Source: an optimization exercise on an open RTL-to-GDS flow (aim: small area, a short achievable clock period and few clock cycles per item). Production flows keep margins and buffers that such runs may drop.
In this exercise RTL edits were held to simulation tests only and were not proved equivalent to the original.

==> flow/design.v <==
module fp_mul (
    input  wire [31:0] a,
    input  wire [31:0] b,
    output reg  [31:0] y
);
    wire        sa = a[31];
    wire        sb = b[31];
    wire [7:0]  ea = a[30:23];
    wire [7:0]  eb = b[30:23];
    wire [22:0] fa = a[22:0];
    wire [22:0] fb = b[22:0];
    wire a_nan  = (ea == 8'hFF) && (fa != 0);
    wire b_nan  = (eb == 8'hFF) && (fb != 0);
    wire a_inf  = (ea == 8'hFF) && (fa == 0);
    wire b_inf  = (eb == 8'hFF) && (fb == 0);
    wire a_zero = (ea == 8'h00) && (fa == 0);
    wire b_zero = (eb == 8'h00) && (fb == 0);
    wire        sy = sa ^ sb;
    wire [23:0] ma = {(ea != 0), fa};
    wire [23:0] mb = {(eb != 0), fb};
    wire [9:0]  xa = (ea == 0) ? 10'd1 : {2'b00, ea};
    wire [9:0]  xb = (eb == 0) ? 10'd1 : {2'b00, eb};
    wire [47:0] prod = ma * mb;
    reg [5:0] lz;
    integer i;
    always @* begin
        lz = 6'd48;
        for (i = 0; i < 48; i = i + 1)
            if (prod[i]) lz = 6'd47 - i[5:0];
    end
    wire [47:0] pn = prod << lz;
    wire signed [11:0] e = $signed({2'b00, xa}) + $signed({2'b00, xb})
                           - 12'sd126 - $signed({6'b0, lz});
    reg [7:0]  efield;
    reg [22:0] frac;
    reg        g, s;
    reg [95:0] sh;
    reg [11:0] samt;
    reg [30:0] mag;
    always @* begin
        efield = 8'd0;
        frac   = 23'd0;
        g      = 1'b0;
        s      = 1'b0;
        sh     = 96'd0;
        samt   = 12'd0;
        mag    = 31'd0;
        if (a_nan || b_nan || (a_inf && b_zero) || (b_inf && a_zero)) begin
            y = 32'h7FC00000;
        end else if (a_inf || b_inf) begin
            y = {sy, 8'hFF, 23'd0};
        end else if (a_zero || b_zero) begin
            y = {sy, 31'd0};
        end else if (e >= 12'sd255) begin
            y = {sy, 8'hFF, 23'd0};
        end else begin
            if (e >= 12'sd1) begin
                efield = e[7:0];
                frac   = pn[46:24];
                g      = pn[23];
                s      = |pn[22:0];
            end else begin
                samt = 12'sd1 - e;
                if (samt > 12'd60) samt = 12'd60;
                sh     = {pn, 48'd0} >> samt;
                efield = 8'd0;
                frac   = sh[94:72];
                g      = sh[71];
                s      = |sh[70:0];
            end
            mag = {efield, frac} + {30'd0, (g & (s | frac[0]))};
            y   = {sy, mag};
        end
    end
endmodule
module fp_add (
    input  wire [31:0] a,
    input  wire [31:0] b,
    input  wire        sub,
    output reg  [31:0] y
);
    wire [31:0] bb = {b[31] ^ sub, b[30:0]};
    wire a_nan = (a[30:23] == 8'hFF) && (a[22:0] != 0);
    wire b_nan = (bb[30:23] == 8'hFF) && (bb[22:0] != 0);
    wire a_inf = (a[30:23] == 8'hFF) && (a[22:0] == 0);
    wire b_inf = (bb[30:23] == 8'hFF) && (bb[22:0] == 0);
    wire        swap = (bb[30:0] > a[30:0]);
    wire [31:0] p = swap ? bb : a;
    wire [31:0] q = swap ? a  : bb;
    wire [7:0]  ep = (p[30:23] == 0) ? 8'd1 : p[30:23];
    wire [7:0]  eq = (q[30:23] == 0) ? 8'd1 : q[30:23];
    wire [26:0] mp = {(p[30:23] != 0), p[22:0], 3'b000};
    wire [26:0] mq = {(q[30:23] != 0), q[22:0], 3'b000};
    wire [7:0]  d = ep - eq;
    reg [26:0] mq_al;
    reg [53:0] tmp;
    always @* begin
        if (d > 8'd27) begin
            mq_al = {26'd0, (mq != 0)};
            tmp   = 54'd0;
        end else begin
            tmp   = {mq, 27'd0} >> d;
            mq_al = {tmp[53:28], tmp[27] | (|tmp[26:0])};
        end
    end
    wire        eff_sub = p[31] ^ q[31];
    wire [27:0] sum = eff_sub ? ({1'b0, mp} - {1'b0, mq_al})
                              : ({1'b0, mp} + {1'b0, mq_al});
    reg [4:0] lz;
    integer i;
    always @* begin
        lz = 5'd27;
        for (i = 0; i < 27; i = i + 1)
            if (sum[i]) lz = 5'd26 - i[4:0];
    end
    reg [8:0]  e;
    reg [26:0] n;
    reg [4:0]  shl;
    reg [7:0]  efield;
    reg [22:0] frac;
    reg        g, s;
    reg [30:0] mag;
    always @* begin
        e      = 9'd0;
        n      = 27'd0;
        shl    = 5'd0;
        efield = 8'd0;
        frac   = 23'd0;
        g      = 1'b0;
        s      = 1'b0;
        mag    = 31'd0;
        if (a_nan || b_nan || (a_inf && b_inf && (a[31] != bb[31]))) begin
            y = 32'h7FC00000;
        end else if (a_inf) begin
            y = a;
        end else if (b_inf) begin
            y = bb;
        end else if (sum == 28'd0) begin
            y = {(a[31] & bb[31]), 31'd0};
        end else begin
            if (sum[27]) begin
                n = {sum[27:2], sum[1] | sum[0]};
                e = {1'b0, ep} + 9'd1;
            end else begin
                shl = ({3'b0, lz} < ep) ? lz : (ep[4:0] - 5'd1);
                n = sum[26:0] << shl;
                e = {1'b0, ep} - {4'd0, shl};
            end
            efield = n[26] ? e[7:0] : 8'd0;
            frac   = n[25:3];
            g      = n[2];
            s      = n[1] | n[0];
            if (e >= 9'd255) begin
                y = {p[31], 8'hFF, 23'd0};
            end else begin
                mag = {efield, frac} + {30'd0, (g & (s | frac[0]))};
                y   = {p[31], mag};
            end
        end
    end
endmodule
module ladder_core (
    input  wire        clk,
    input  wire        rst,        
    input  wire        in_valid,
    output wire        in_ready,
    input  wire [31:0] x,          
    input  wire [31:0] ec,         
    input  wire [31:0] rr,         
    output reg         out_valid,
    output wire [31:0] y           
);
    localparam [31:0] C_4_0  = 32'h40800000;
    localparam [31:0] C_1_16 = 32'h3F947AE1;
    localparam [31:0] C_0_15 = 32'h3E19999A;
    localparam [31:0] C_1_0  = 32'h3F800000;
    localparam [4:0] LAST_STEP = 5'd20;
    reg [31:0] s1, s2, s3, s4;
    reg [31:0] xr, ecr, rrr;
    reg [31:0] f, g, fb, t, t2;
    reg        busy;
    reg [4:0]  step;
    assign in_ready = ~busy;
    assign y        = s4;
    reg  [31:0] op_a, op_b;
    reg         use_add;    
    reg         sub;
    wire [31:0] mul_y, add_y;
    wire [31:0] res = use_add ? add_y : mul_y;
    fp_mul u_mul (.a(op_a), .b(op_b), .y(mul_y));
    fp_add u_add (.a(op_a), .b(op_b), .sub(sub), .y(add_y));
    always @* begin
        op_a    = 32'd0;
        op_b    = 32'd0;
        use_add = 1'b0;
        sub     = 1'b0;
        case (step)
            5'd0:  begin op_a = rrr;    op_b = C_4_0;  end                
            5'd1:  begin op_a = ecr;    op_b = C_1_16; end                
            5'd2:  begin op_a = C_0_15; op_b = f;      end                
            5'd3:  begin op_a = t;      op_b = f;      end                
            5'd4:  begin op_a = C_1_0;  op_b = t;  use_add = 1'b1; sub = 1'b1; end  
            5'd5:  begin op_a = t2;     op_b = t;      end                
            5'd6:  begin op_a = C_1_0;  op_b = f;  use_add = 1'b1; sub = 1'b1; end  
            5'd7:  begin op_a = fb;     op_b = s4;     end                
            5'd8:  begin op_a = xr;     op_b = t;  use_add = 1'b1; sub = 1'b1; end  
            5'd9:  begin op_a = t2;     op_b = f;      end                
            5'd10: begin op_a = s1;     op_b = g;      end                
            5'd11: begin op_a = t;      op_b = t2; use_add = 1'b1; end    
            5'd12: begin op_a = s1;     op_b = f;      end
            5'd13: begin op_a = s2;     op_b = g;      end
            5'd14: begin op_a = t;      op_b = t2; use_add = 1'b1; end    
            5'd15: begin op_a = s2;     op_b = f;      end
            5'd16: begin op_a = s3;     op_b = g;      end
            5'd17: begin op_a = t;      op_b = t2; use_add = 1'b1; end    
            5'd18: begin op_a = s3;     op_b = f;      end
            5'd19: begin op_a = s4;     op_b = g;      end
            5'd20: begin op_a = t;      op_b = t2; use_add = 1'b1; end    
            default: ;
        endcase
    end
    always @(posedge clk) begin
        if (rst) begin
            busy      <= 1'b0;
            step      <= 5'd0;
            out_valid <= 1'b0;
            s1        <= 32'd0;
            s2        <= 32'd0;
            s3        <= 32'd0;
            s4        <= 32'd0;
        end else begin
            out_valid <= 1'b0;
            if (!busy) begin
                if (in_valid) begin
                    xr   <= x;
                    ecr  <= ec;
                    rrr  <= rr;
                    busy <= 1'b1;
                    step <= 5'd0;
                end
            end else begin
                case (step)
                    5'd0:  t2 <= res;
                    5'd1:  f  <= res;
                    5'd2:  t  <= res;
                    5'd3:  t  <= res;
                    5'd4:  t  <= res;
                    5'd5:  fb <= res;
                    5'd6:  g  <= res;
                    5'd7:  t  <= res;
                    5'd8:  t2 <= res;
                    5'd9:  t  <= res;
                    5'd10: t2 <= res;
                    5'd11: s1 <= res;
                    5'd12: t  <= res;
                    5'd13: t2 <= res;
                    5'd14: s2 <= res;
                    5'd15: t  <= res;
                    5'd16: t2 <= res;
                    5'd17: s3 <= res;
                    5'd18: t  <= res;
                    5'd19: t2 <= res;
                    5'd20: s4 <= res;
                    default: ;
                endcase
                if (step == LAST_STEP) begin
                    busy      <= 1'b0;
                    out_valid <= 1'b1;
                end else begin
                    step <= step + 5'd1;
                end
            end
        end
    end
endmodule
==> flow/run.sh <==
#!/bin/bash
# synth_recipe.tcl (not shown) runs the flow's synth.tcl, then flattens the netlist and writes it again
# the make line also repeats each setting of config.mk as NAME=value (left out here)
make -C /OpenROAD-flow-scripts/flow DESIGN_CONFIG=/design/flow/config.mk WORK_HOME=/design/flow/orfs CLKGATE_MAP_FILE= SYNTH_SCRIPT=/design/flow/synth_recipe.tcl finish
==> flow/config.mk <==
export PLATFORM = sky130hd
export DESIGN_NAME = ladder_core
export DESIGN_NICKNAME = ladder_core
export VERILOG_FILES = /design/flow/design.v
export SDC_FILE = /design/flow/constraint.sdc
export NUM_CORES = 4
export LEC_CHECK = 0
export CAP_MARGIN = 20
export CORE_MARGIN = 2
export CORE_UTILIZATION = 40
export SLEW_MARGIN = 20
==> flow/constraint.sdc <==
create_clock -name core_clock -period 22.0 [get_ports {clk}]
set_input_delay 4.4000 -clock core_clock [delete_from_list [all_inputs] [get_ports {clk}]]
set_output_delay 4.4000 -clock core_clock [all_outputs]
set_load 0.01 [all_outputs]
==> results_dict.tcl, run 1 <==
set metrics [dict create \
    worstPathArrival_ps 21420 \
    crit_top_cell "fa_1" \
    cp_slowest_cell "and2_1" \
    cts_buffers 37 \
    synth_area_leaders "fa_1, edfxtp_1, ha_1" \
    synth_area_um2 56800 \
    worstHoldEndpoint "s3[14]" \
    setup_tns_ps 0 \
    cp.required_ps 22250 \
    finish.utilization_pct 43.9 \
    ios 133 \
    max_freq_ghz 0.0472 \
    rsz0062_at_grt "no" \
    ys_seq_elements 391 \
    io_buffers 132 \
    gp_congestion 1.00 \
    hold_start "s3[14]" \
    synth_largest_area_cell "fa_1" \
    rows 138 \
    grt_overflow 0 \
    dp_hpwl_um 191000 \
    placed_area_um2 60700 \
    firstDrtPassIters 9 \
    drive_gt1_share_pct 7.78 \
    synth-edff-count 256 \
    syn_to_final_growth_pct 9.22 \
    max_stage_delay_ps 830 \
    totalWireLength_um 249000 \
    cts.clk_slew.worst_paths_ps 60 \
    ys_types 127 \
    syn-num-nets 7911 \
    outcome "complete, no violations" \
    coreArea_um2 141000 \
    whs_path_depth 2 \
    cap_violations 0 \
    setup_violations 0 \
    yosysSeqAreaShare_pct 18.3 \
    ant_nets 0 \
    via_count 57700 \
    period_needed_ps 21170 \
    cts_buffer_depth 3 \
    grt_pass1_vias 55900 \
    ctsHoldBuffers 0 \
    ctsHtreeMaxLevel 2 \
    clk_latency_ps 550 \
    die_area_um2 145000 \
    syn_area_per_cell_um2 8.12 \
    avgViaCountPerCell 6.51 \
    finalNetCount 7855 \
    cts.sinks 391 \
    start_kind "flip-flop" \
    grt_max_degree 90 \
    max-slew-margin-rel_pct 16.9 \
    cp-end-kind "flip-flop" \
    tightest_slew_ps 1240 \
    grt_pass1_wl_um 369000 \
    drcViolationCount 0 \
    yosys.area.top_type_share_pct 17.2 \
    ctsRootBufferMaster "clkbuf_16" \
    track_usage_pct 33.2 \
    syn_inst 6996 \
    finalCritPeriodShare_pct 96.2 \
    hp-class "flip-flop to flip-flop" \
    critPathMaxFanout 30 \
    hold_viol_final 0 \
    drt-wirelength-per-cell_um 28.1 \
    die_x_um 381 \
    cts_tree "built" \
    ys_warn_count 3 \
    initial_core_util_pct 40.2 \
    antenna_cells 0 \
    ys.flop_type "edfxtp_1" \
    async_flop_share_pct 0 \
    fin_area_um2 62100 \
    crit_type "flip-flop to flip-flop" \
    antenna_found_initial 6 \
    drv_slew 0 \
    reg2reg_to "f[28]" \
    die_h_um 381 \
    r2r_cells 65 \
    r2r-start "step[0]" \
    r2r_setup_slack_ps 830 \
    skew_ps 17.3 \
    drt_iter0_drc 7846 \
]
-- area by class of cell --
type / instances / area [um^2]
fill: 14200 / 79200
multi-input combinational: 5562 / 42600
sequential: 391 / 10400
timing repair buffer: 389 / 3300
tap: 1890 / 2360
inverter: 559 / 2100
clock buffer: 51 / 1070
clock inverter: 17 / 183
-- worst max-delay path by stage --
| stage | from | depth (start not counted) | endpoint |
|---|---|---|---|
| floorplan | step[4] | 101 | s1[19] |
| global placement | step[3] | 63 | g[28] |
| detailed placement | step[2] | 60 | f[28] |
| CTS | step[3] | 58 | f[28] |
| global route | step[0] | 80 | s2[15] |
| finish | step[0] | 65 | f[28] |
-- layer usage --
layer,up-vias,GRT usage (%),wire (um)
met4,10,13.9,12300
met3,600,7.33,27900
met5,-,0,71
li1,25000,-,-
met1,28400,45.6,101000
met2,3652,50.3,107000
-- worst max-delay path, delay by kind of cell, from the launching register on --
family	cells	cell delay [ps]
AND/OR/NAND/NOR	17	6140
adder cells (fa/ha/maj)	14	5850
AO/OA/AOI/OAI	20	5830
buffers and inverters	12	2120
XOR/XNOR	2	530
flip-flops	1	350
-- cell families after synthesis --
kind of cell               share of synthesized area [%]
and+or+nand+nor                                     20.9
muxes                                               3.48
adders and majority gates                           24.4
xor gates and xnor gates                            2.38
buffers and inverters                               7.14
AOI/OAI and AO/OA                                   23.4
DFF                                                 18.3
-- placed cells by master, fill, tap and decap left out, types with 43 or more instances in the layout --
cell             netlist  routed
a211oi_1             129     129
a221oi_1              55      55
nand2b_1              48      48
mux2i_1              112     112
buf_4                 13     253
and2_1               113     111
o21bai_1              43      43
nand2_1              960     957
a21oi_1              440     439
and3_1                56      56
nor3_1               179     177
a21o_1                66      66
fa_1                 487     486
a221o_1               49      49
dfxtp_1              135     132
xor2_1                46      44
xnor2_1              101      97
nor2_1               600     595
o21ai_0              298     296
inv_1                549     547
nor4_1                59      53
a22oi_1               89      89
edfxtp_1             256     256
o211ai_1              83      83
ha_1                 329     328
nor2b_1               51      50
nand3_1              171     170
clkdlybuf4s50_1        0     131
a31oi_1               46      46
o22ai_1               55      54
nand4_1               77      77
-- what timing repair did --
action | CTS | global route
endpoints found under the setup margin | 0 | 179
resized for setup | 0 | 7
setup buffers | 0 | 0
hold endpoints to repair | 0 | 0
-- per-stage QoR --
stage                     setup slack (ps)  hold slack [ps]  instances
after floorplan                       2690              431       6996
after global placement                 463              441       8790
after detailed placement               671              448       8790
after CTS                              555              456       8858
after global routing                  43.4              478       8859
final                                  831              458       8859
-- Yosys cell counts (27+ instances only) --
cell type / number
a211oi_1: 129
o22ai_1: 55
a211o_1: 30
nor3_1: 179
or2_2: 36
mux2_2: 36
nand2b_1: 48
a21oi_1: 440
and2_1: 113
or3_1: 40
nor2_1: 600
a2111oi_0: 27
o221ai_1: 31
o211ai_1: 83
o31ai_1: 34
nand2_1: 960
xor2_1: 46
xnor2_1: 101
inv_1: 549
clkbuf_1: 383
a221o_1: 49
ha_1: 329
a221oi_1: 55
mux2i_1: 112
nor2b_1: 51
nand3_1: 171
nor4_1: 59
a32oi_1: 33
nand4_1: 77
dfxtp_1: 135
and3_1: 56
o21ai_0: 298
a21o_1: 66
edfxtp_1: 256
a31oi_1: 46
o21a_1: 36
fa_1: 487
buf_2: 37
a22oi_1: 89
buf_1: 45
o21bai_1: 43
Testbench counts, summed over its fixed seeds: cycles 70,400, items 3,200.
==> inputs of run 2 (changes only) <==
--- a/flow/design.v
+++ b/flow/design.v
@@ -170,105 +170,103 @@
     output reg         out_valid,
     output wire [31:0] y           
 );
-    localparam [31:0] C_4_0  = 32'h40800000;
     localparam [31:0] C_1_16 = 32'h3F947AE1;
     localparam [31:0] C_0_15 = 32'h3E19999A;
     localparam [31:0] C_1_0  = 32'h3F800000;
-    localparam [4:0] LAST_STEP = 5'd20;
     reg [31:0] s1, s2, s3, s4;
-    reg [31:0] xr, ecr, rrr;
-    reg [31:0] f, g, fb, t, t2;
-    reg        busy;
-    reg [4:0]  step;
-    assign in_ready = ~busy;
+    reg [31:0] f, g;
+    reg [31:0] m, a, sa, sb;
+    reg [3:0]  cyc;
+    reg        cur;      
+    reg        nxt;      
+    assign in_ready = cur & (cyc == 4'd0);
     assign y        = s4;
-    reg  [31:0] op_a, op_b;
-    reg         use_add;    
-    reg         sub;
-    wire [31:0] mul_y, add_y;
-    wire [31:0] res = use_add ? add_y : mul_y;
-    fp_mul u_mul (.a(op_a), .b(op_b), .y(mul_y));
-    fp_add u_add (.a(op_a), .b(op_b), .sub(sub), .y(add_y));
-    always @* begin
-        op_a    = 32'd0;
-        op_b    = 32'd0;
-        use_add = 1'b0;
-        sub     = 1'b0;
-        case (step)
-            5'd0:  begin op_a = rrr;    op_b = C_4_0;  end                
-            5'd1:  begin op_a = ecr;    op_b = C_1_16; end                
-            5'd2:  begin op_a = C_0_15; op_b = f;      end                
-            5'd3:  begin op_a = t;      op_b = f;      end                
-            5'd4:  begin op_a = C_1_0;  op_b = t;  use_add = 1'b1; sub = 1'b1; end  
-            5'd5:  begin op_a = t2;     op_b = t;      end                
-            5'd6:  begin op_a = C_1_0;  op_b = f;  use_add = 1'b1; sub = 1'b1; end  
-            5'd7:  begin op_a = fb;     op_b = s4;     end                
-            5'd8:  begin op_a = xr;     op_b = t;  use_add = 1'b1; sub = 1'b1; end  
-            5'd9:  begin op_a = t2;     op_b = f;      end                
-            5'd10: begin op_a = s1;     op_b = g;      end                
-            5'd11: begin op_a = t;      op_b = t2; use_add = 1'b1; end    
-            5'd12: begin op_a = s1;     op_b = f;      end
-            5'd13: begin op_a = s2;     op_b = g;      end
-            5'd14: begin op_a = t;      op_b = t2; use_add = 1'b1; end    
-            5'd15: begin op_a = s2;     op_b = f;      end
-            5'd16: begin op_a = s3;     op_b = g;      end
-            5'd17: begin op_a = t;      op_b = t2; use_add = 1'b1; end    
-            5'd18: begin op_a = s3;     op_b = f;      end
-            5'd19: begin op_a = s4;     op_b = g;      end
-            5'd20: begin op_a = t;      op_b = t2; use_add = 1'b1; end    
+    function [31:0] times2(input [31:0] v);
+        if (v[30:23] == 8'd0)        times2 = {v[31], v[29:0], 1'b0};
+        else if (v[30:23] >= 8'd254) times2 = {v[31], 8'hFF, (v[30:23] == 8'hFF) ? v[22:0] : 23'd0};
+        else                         times2 = {v[31], v[30:23] + 8'd1, v[22:0]};
+    endfunction
+    wire [31:0] res_in = times2(times2(rr));
+    reg  [31:0] mx, my;
+    always @* begin
+        case (cyc)
+            4'd0:    begin mx = s4; my = m;      end
+            4'd1:    begin mx = s2; my = g;      end
+            4'd2:    begin mx = a;  my = f;      end
+            4'd3:    begin mx = s3; my = g;      end
+            4'd4:    begin mx = s1; my = f;      end
+            4'd5:    begin mx = s4; my = g;      end
+            4'd6:    begin mx = s2; my = f;      end
+            4'd7:    begin mx = a;  my = C_1_16; end
+            4'd8:    begin mx = s3; my = f;      end
+            4'd9:    begin mx = sb; my = C_0_15; end
+            4'd10:   begin mx = m;  my = f;      end
+            4'd11:   begin mx = s1; my = g;      end
+            default: begin mx = sa; my = a;      end
+        endcase
+    end
+    reg         aneg;
+    reg  [31:0] aq;
+    always @* begin
+        aneg = 1'b0;
+        aq   = sa;
+        case (cyc)
+            4'd1:  begin aneg = 1'b1; aq = sa;    end
+            4'd3:  begin              aq = sb;    end
+            4'd5:  begin              aq = sa;    end
+            4'd7:  begin              aq = sb;    end
+            4'd8:  begin aneg = 1'b1; aq = C_1_0; end
+            4'd9:  begin              aq = sa;    end
+            4'd11: begin aneg = 1'b1; aq = C_1_0; end
             default: ;
         endcase
     end
+    wire [31:0] mul_y, add_y;
+    fp_mul u_mul (.a(mx), .b(my), .y(mul_y));
+    fp_add u_add (.a({m[31] ^ aneg, m[30:0]}), .b(aq), .sub(1'b0), .y(add_y));
+    always @(posedge clk) begin
+        m <= mul_y;
+        case (cyc)
+            4'd0:  sa <= x;
+            4'd1:  a  <= add_y;
+            4'd2:  sa <= m;
+            4'd4:  sb <= m;
+            4'd6:  begin sa <= m; a <= ec; end
+            4'd8:  begin sb <= m; g <= add_y; end
+            4'd9:  f  <= sb;
+            4'd11: begin a <= add_y; sa <= res_in; end
+            4'd12: sb <= m;
+            default: ;
+        endcase
+    end
     always @(posedge clk) begin
         if (rst) begin
-            busy      <= 1'b0;
-            step      <= 5'd0;
-            out_valid <= 1'b0;
             s1        <= 32'd0;
             s2        <= 32'd0;
             s3        <= 32'd0;
             s4        <= 32'd0;
-        end else begin
+            cyc       <= 4'd6;
+            cur       <= 1'b0;
+            nxt       <= 1'b0;
             out_valid <= 1'b0;
-            if (!busy) begin
-                if (in_valid) begin
-                    xr   <= x;
-                    ecr  <= ec;
-                    rrr  <= rr;
-                    busy <= 1'b1;
-                    step <= 5'd0;
-                end
-            end else begin
-                case (step)
-                    5'd0:  t2 <= res;
-                    5'd1:  f  <= res;
-                    5'd2:  t  <= res;
-                    5'd3:  t  <= res;
-                    5'd4:  t  <= res;
-                    5'd5:  fb <= res;
-                    5'd6:  g  <= res;
-                    5'd7:  t  <= res;
-                    5'd8:  t2 <= res;
-                    5'd9:  t  <= res;
-                    5'd10: t2 <= res;
-                    5'd11: s1 <= res;
-                    5'd12: t  <= res;
-                    5'd13: t2 <= res;
-                    5'd14: s2 <= res;
-                    5'd15: t  <= res;
-                    5'd16: t2 <= res;
-                    5'd17: s3 <= res;
-                    5'd18: t  <= res;
-                    5'd19: t2 <= res;
-                    5'd20: s4 <= res;
+        end else begin
+            out_valid <= 1'b0;
+            if (cur) begin
+                case (cyc)
+                    4'd3: s1 <= add_y;
+                    4'd5: s2 <= add_y;
+                    4'd7: s3 <= add_y;
+                    4'd9: begin s4 <= add_y; out_valid <= 1'b1; end
                     default: ;
                 endcase
-                if (step == LAST_STEP) begin
-                    busy      <= 1'b0;
-                    out_valid <= 1'b1;
-                end else begin
-                    step <= step + 5'd1;
-                end
+            end
+            if (cyc == 4'd6) nxt <= in_valid;
+            if (cyc == 4'd9) cur <= 1'b0;
+            if (cyc == 4'd12) begin
+                cyc <= nxt ? 4'd0 : 4'd6;
+                cur <= nxt;
+            end else begin
+                cyc <= cyc + 4'd1;
             end
         end
     end
==> run 2 against run 1 <==
  * Cell area up 1.1%
  * Maximum frequency increased by 2.8%
  * Largest cell class unchanged
  * Synthesized cell count is 6.9% higher
  * Setup slack better by 580 ps
  * Synthesized area up 1.2%
  * Critical path depth rose by 4
==> results_dict.tcl, run 2 <==
set metrics [dict create \
    initial_core_util_pct 40.2 \
    die_x_um 383 \
    ant_nets 0 \
    ctsRootBufferMaster "clkbuf_16" \
    finalCritPeriodShare_pct 93.6 \
    cap_violations 0 \
    drt-wirelength-per-cell_um 29.8 \
    tightest_slew_ps 1230 \
    yosysSeqAreaShare_pct 14.2 \
    critPathMaxFanout 44 \
    cts_buffer_depth 3 \
    cts_buffers 38 \
    io_buffers 132 \
    ios 133 \
    worstPathArrival_ps 21070 \
    cts_resized 0 \
    grt-busiest-layer "met2" \
    dp_hpwl_um 218000 \
    final_common_cell "nand2_1" \
    synth_area_leaders "fa_1, edfxtp_1, ha_1" \
    synth_most_common_cell "nand2_1" \
    synth_area_um2 57500 \
    track_usage_pct 36.5 \
    finalNetCount 8320 \
    rsz0062_at_grt "no" \
    setup_ws_ps 1410 \
    r2r_cells 69 \
    multiInputGateArea_um2 45100 \
    drive_gt1_share_pct 7.65 \
    yosys-top-cells-count "nand2_1, nor2_1, inv_1, fa_1, a21oi_1" \
    max_freq_ghz 0.0486 \
    totalWireLength_um 279000 \
    grt_pass1_wl_um 404000 \
    ys_seq_elements 327 \
    cp-startpoint "cyc[0]" \
    synth_largest_area_cell "fa_1" \
    grt_overflow 0 \
    drt_iter0_drc 9637 \
    coreArea_um2 143000 \
    cts.clk_slew.worst_paths_ps 60 \
    cts_tree "built" \
    grt_max_degree 81 \
    drv_slew 0 \
    die_area_um2 147000 \
    cts_setup_buffers 0 \
    ctsHoldBuffers 0 \
    ys_types 135 \
    setup_violations 0 \
    cp.required_ps 22480 \
    reg2reg_to "s4[3]" \
    hold_viol_final 0 \
    setup_tns_ps 0 \
    syn_area_per_cell_um2 7.69 \
    clk_latency_ps 580 \
    cp-end-kind "flip-flop" \
    avgViaCountPerCell 6.73 \
    ctsHtreeMaxLevel 2 \
    ys.flop_type "dfxtp_1" \
    seqCellArea_um2 8150 \
    synth-edff-count 160 \
    r2r_setup_slack_ps 1410 \
    ys_warn_count 3 \
    antenna_found_initial 10 \
    async_flop_share_pct 0 \
    skew_ps 33.1 \
    crit_type "flip-flop to flip-flop" \
    use_met2_pct 56.8 \
    hp-class "flip-flop to flip-flop" \
    gp_congestion 1.03 \
    via_count 62900 \
    cts.sinks 327 \
    firstDrtPassIters 10 \
    r2r-start "cyc[0]" \
    nFillCells 14600 \
    drcViolationCount 0 \
    syn-num-nets 8374 \
    grtUsageMet1_pct 47.5 \
    yosys.area.top_type_share_pct 17.0 \
    start_kind "flip-flop" \
    crit_top_cell "nand2_1" \
    outcome "complete, no violations" \
    rows 139 \
    syn_inst 7477 \
    max-slew-margin-rel_pct 17.1 \
    dp_slack_ps 2130 \
    grt_pass1_vias 59500 \
    period_needed_ps 20590 \
    die_h_um 383 \
    syn_to_final_growth_pct 9.09 \
    cp_slowest_cell "nor4_1" \
    whs_ps 455 \
    cp-endpoint "s4[3]" \
    max_stage_delay_ps 910 \
    met3_usage_pct 7.57 \
    most-common-layout-cells "nand2_1, nor2_1, inv_1" \
]
-- run 2: worst max-delay path, delay by kind of cell, from the launching register on --
family	cells	cell delay [ps]
AOI/OAI and AO/OA	30	8160
DFF	1	400
adders and majority gates	7	2360
and+or+nand+nor	22	6980
buffers and inverters	7	1760
xor gates and xnor gates	2	390
muxes	1	410
-- run 2: area by class of cell --
type / count / area share (%)
timing repair buffer: 390 / 5.25
tap: 1903 / 3.80
clock buffer: 59 / 1.76
antenna: 4 / 0.0160
sequential: 327 / 13.0
multi-input combinational: 5987 / 72.0
clock inverter: 10 / 0.166
inverter: 679 / 4.07
-- run 2: cells by family (layout without fill, tap and decap cells) --
group                      Yosys count  after routing  synth area share, %
and+or+nand+nor                   2726           2726                 22.2
AOI/OAI and AO/OA                 2132           2132                 26.3
buffers and inverters             1163           1138                 7.86
adders and majority gates          798            798                 23.7
DFF                                327            327                 14.2
muxes                              186            186                 3.46
xor gates and xnor gates           145            145                 2.27
other                                0              4                    0
-- run 2: through the flow --
step                      utilization, %  cell area (um^2)  instances
after floorplan                        -             57500       7477
after global placement              42.9             61500       9283
after detailed placement            43.0             61500       9283
after CTS                           43.8             62700       9352
after global routing                43.8             62700       9355
final                               43.8             62700       9359
-- run 2: how the worst min path moves through the flow --
stage	startpoint	end	slack, ps	cells past startpoint
final	s1[9]	s1[9]	460	2
after global placement	s1[4]	s1[4]	440	2
after floorplan	m[10]	sb[10]	410	0
after global routing	s1[5]	s1[5]	470	2
after detailed placement	s1[5]	s1[5]	450	2
after CTS	s1[5]	s1[5]	450	2
-- run 2: metal layers --
| metal | wire, um | vias to the layer above |
|---|---|---|
| li1 | - | 26900 |
| met1 | 107000 | 30800 |
| met2 | 123000 | 4353 |
| met3 | 31500 | 869 |
| met4 | 17600 | 10 |
| met5 | 68 | - |
Testbench counts of run 2, summed over its fixed seeds: cycles 41,632, items 3,200.

[static timing again, ports no longer ideal]
The results above use ideal ports. As a check the final layouts listed here were re-extracted and re-timed, cells and wires unchanged.
Step 1, drivers: a clkbuf_16 drives clk and a buf_2 each remaining input, both assumed.
Step 2 also shifts input and output timing later by t, the mid clock arrival at the registers, as if the neighbouring blocks saw the same clock.
Slacks: ideal / step 1 / step 2; pairs: ideal / step 1.
run	shift t [ns]	setup slack, ns	pins driven straight from the clock port
run 1	0.594	0.831 / 0.831 / 0.831	1
run 2	0.619	1.415 / 1.415 / 1.415	1
After both steps setup and hold are still met in every run listed.
